What follows belongs to an exercise in optimizing a design on an open flow for small area; a production flow would make more cautious choices. Only simulation tests tie the RTL to the original design; equivalence was not proved. No activity file was given, so power comes from the tool's default toggle rates.

build 18:
// sdx_core
module sdx_core (
    input  wire       CLK,
    input  wire       RST,
    input  wire       RX_VALID,
    input  wire [7:0] RX_BYTE,
    input  wire [4:0] ECHO,
    output reg  [4:0] TRIG,
    output wire [1:0] M_EN,
    output wire [1:0] M_DIR,
    output wire [1:0] M_STEP,
    output reg        GUN
);
Size: roughly 250 flip-flops, ~28 I/O pins.
Settings: LEC_CHECK=0, CAP_MARGIN=20, CORE_MARGIN=2, CORE_UTILIZATION=65, CTS_BUF_LIST=sky130_fd_sc_hd__clkbuf_8, CTS_CLUSTER_DIAMETER=50, CTS_CLUSTER_SIZE=20, PLACE_DENSITY=0.75, SLEW_MARGIN=20; clock period 10.0 ns.
standard.sh (not shown) runs the stock make flow with config.mk's settings and CLKGATE_MAP_FILE= SYNTH_SCRIPT=/design/flow/synth_recipe.tcl, a recipe that flattens the netlist after the stock synthesis.
==> flow/flow/run.sh <==
#!/bin/bash
# The standard ORFS layout (standard.sh: unchanged synthesis, floorplan, power grid,
# placement and routing) with these changes:
#  - after the floorplan, OpenROAD's restructure re-maps the combinational logic for
#    area (flow/restructure.tcl); registers are untouched;
#  - port buffers use sky130_fd_sc_hd__buf_1 instead of the default buffer cell;
#  - clock tree synthesis uses clkbuf_8 buffers in clusters of at most 20 sinks and
#    inserts no dummy load cells.
set -euo pipefail
export BUFFER_PORTS_ARGS="-buffer_cell sky130_fd_sc_hd__buf_1"
export CTS_ARGS="-sink_clustering_enable -repair_clock_nets -dont_use_dummy_load -buf_list sky130_fd_sc_hd__clkbuf_8 -sink_clustering_size 20 -sink_clustering_max_diameter 50"
bash standard.sh floorplan > standard_floorplan.log 2>&1
openroad -no_init -exit flow/restructure.tcl > restructure.log 2>&1
bash standard.sh finish > standard_finish.log 2>&1
==> flow/flow/restructure.tcl <==
# Area-driven re-mapping of the combinational logic of the floorplanned design
# (OpenROAD restructure, which runs ABC on the logic between registers).
# Registers, ports, tap cells and the power grid are left as they are.
set platform $::env(FLOW_HOME)/platforms/$::env(FLOW_PLATFORM)
set lib $platform/lib/sky130_fd_sc_hd__tt_025C_1v80.lib
set res orfs/results/$::env(FLOW_PLATFORM)/sdx_core/base
read_lef $platform/lef/sky130_fd_sc_hd.tlef
read_lef $platform/lef/sky130_fd_sc_hd_merged.lef
read_liberty $lib
read_db $res/2_floorplan.odb
read_sdc $res/2_floorplan.sdc
set_dont_use [get_lib_cells {*probe* *lpflow*}]
proc core_area {} {
  set a 0
  foreach i [[ord::get_db_block] getInsts] {
    set m [$i getMaster]
    if {[$m getType] eq "CORE"} { set a [expr {$a + [$m getWidth] * [$m getHeight]}] }
  }
  return [expr {$a / 1e6}]
}
puts "cell area before restructure: [core_area]"
file mkdir orfs/restructure
restructure -target area -liberty_file $lib \
  -tielo_port sky130_fd_sc_hd__conb_1/LO -tiehi_port sky130_fd_sc_hd__conb_1/HI \
  -work_dir orfs/restructure -abc_logfile orfs/restructure/abc.log
puts "cell area after restructure: [core_area]"
write_db $res/2_floorplan.odb
Build 18 has completed all stages; timing, DRC and antenna checks passed.
Changes in build 63 relative to build 18:
==> flow/flow/run.sh <==
#!/bin/bash
# The standard ORFS layout (standard.sh, unchanged synthesis, floorplan, power grid,
# placement and routing) with two settings changed:
#  - port buffers use sky130_fd_sc_hd__buf_1 instead of the default buffer cell;
#  - clock tree synthesis uses clkbuf_8 buffers in clusters of at most 20 sinks and
#    inserts no dummy load cells.
set -euo pipefail
export BUFFER_PORTS_ARGS="-buffer_cell sky130_fd_sc_hd__buf_1"
export CTS_ARGS="-sink_clustering_enable -repair_clock_nets -dont_use_dummy_load -buf_list {sky130_fd_sc_hd__clkbuf_4 sky130_fd_sc_hd__clkbuf_8} -sink_clustering_size 12 -sink_clustering_max_diameter 40"
export RECOVER_POWER=100
bash standard.sh finish > standard_flow.log 2>&1
removed: flow/flow/restructure.tcl
Notes after the runs:
- The layout from build 63, despite a flow that completed every stage, fails the layout checks, with the failing checks listed as capacitance limit, slew limit.
- The worst setup timing slack at the placement stage of build 63 is lower than that of build 18.
- In the flow results for build 63 and build 18, the via count is smaller on build 63.
- Relative to build 18, the area after detailed placement of build 63 is higher by 190 um^2.
- Build 18 → build 63: smallest setup slack after layout moved down, cell count fell by about 4.6%, wire length of the first global-routing pass now sits lower, via count of the first global-routing pass moved down.
> inputs changed (build 63 -> build 47)
==> flow/run.sh (new file) <==
#!/bin/bash
# synth_recipe.tcl (not shown) runs the flow's synth.tcl, then flattens the netlist and writes it again
# the make line also repeats each setting of config.mk as NAME=value (left out here)
make -C /OpenROAD-flow-scripts/flow DESIGN_CONFIG=/design/flow/config.mk WORK_HOME=/design/flow/orfs CLKGATE_MAP_FILE= SYNTH_SCRIPT=/design/flow/synth_recipe.tcl finish
removed: flow/flow/run.sh
removed: flow/standard.sh
[summary]
- Build 47 ended with less clock-buffer cell count than build 63.
- Build 47 ended up with in2reg as its class of the most critical setup path; build 63 ended up with reg2reg.
- Build 47 | status: complete | timing, DRC, antenna: pass
- Comparing build 47 and build 63, the higher critical path depth was measured on build 63.
- Summary of build 47 over build 63: inserted tap cell count stayed essentially flat, routed length per placed instance shows a reduction of 1.4%.
The inputs of build 88 differ from those of build 47 as listed below.
==> flow/flow/run.sh (new file) <==
#!/bin/bash
# The standard ORFS layout (standard.sh, unchanged synthesis, floorplan, power grid,
# placement and routing) with two settings changed:
#  - port buffers use sky130_fd_sc_hd__buf_1 instead of the default buffer cell;
#  - clock tree synthesis uses clkbuf_8 buffers in clusters of at most 20 sinks and
#    inserts no dummy load cells.
set -euo pipefail
export BUFFER_PORTS_ARGS="-buffer_cell sky130_fd_sc_hd__buf_1"
export CTS_ARGS="-sink_clustering_enable -repair_clock_nets -dont_use_dummy_load -buf_list sky130_fd_sc_hd__clkbuf_8 -sink_clustering_size 20 -sink_clustering_max_diameter 50"
export RECOVER_POWER=100
bash standard.sh finish > standard_flow.log 2>&1
==> flow/standard.sh (new file) <==
#!/bin/bash
# synth_recipe.tcl (not shown) runs the flow's synth.tcl, then flattens the netlist and writes it again
# the make line also repeats each setting of config.mk as NAME=value (left out here)
make -C /OpenROAD-flow-scripts/flow DESIGN_CONFIG=/design/flow/config.mk WORK_HOME=/design/flow/orfs CLKGATE_MAP_FILE= SYNTH_SCRIPT=/design/flow/synth_recipe.tcl "${@:-finish}"
removed: flow/run.sh
[flow] build 88 | stages: complete | final checks: fail | reason: capacitance limit, slew limit
Of the two values seen for end of the critical path, mem[54][0]$_DFFE_PP_ was produced by build 47 and en$_SDFFE_PP0P_ by build 88.
Count of flip-flops with a built-in enable after synthesis: build 88 vs build 47 identical
From build 47 to build 88 the numbers moved as follows: cell count now smaller, total buffers and inverters traversed by the critical path went down.
Looking at area overhead of the layout relative to synthesis across build 88 and build 47, the one that comes out lower is build 88.
Looking at power, build 88 sits about 5.4% below build 47.
[build 88] cell area fell 3.2% relative to build 47
Changes observed in build 88 relative to build 47: met1 track demand over resource in global routing -1.2 points; global-route wire length before repair -2.9%.
Across both runs, maximum vdd drop was higher for build 88 than for build 47.
Relative to build 47, the clock distribution area overhead in the final layout of build 88 is lower by 1.6 points.
Internal power contribution on build 88 is ahead of build 47.
For build 47, the critical path class was in2reg, unlike build 88, where it was reg2reg.

-- port drivers added, routing unchanged --
The results above use ideal ports. As a check the final layouts listed here were re-extracted and re-timed, cells and wires unchanged.
Step 1, drivers: a clkbuf_16 drives CLK and a buf_2 each remaining input, both assumed.
Step 2 times the ports against the registers' clock, not the clock port: input delays grow and output delays shrink by t, the midpoint of the rising clock arrivals with the driver on.
Three values: ideal ports, drivers, drivers and shift; two values: the first two.
run	t (ns)	setup slack, ns	worst hold slack (ns)	worst setup path at the end	cell pins on the clock port's net
build 18	0.547	5.985 / 5.985 / 5.781	0.424 / 0.424 / 0.424	input to register	1
build 63	0.535	4.372 / 4.372 / 4.372	0.429 / 0.429 / 0.429	register to register	1
build 47	0.564	5.842 / 5.853 / 5.290	0.450 / 0.450 / 0.450	input to register	1
build 88	0.543	4.263 / 4.263 / 4.263	0.414 / 0.414 / 0.414	register to register	1
The setup slack of build 47, which loses most, moves by +0.011 ns with the drivers and by -0.552 ns with both steps.
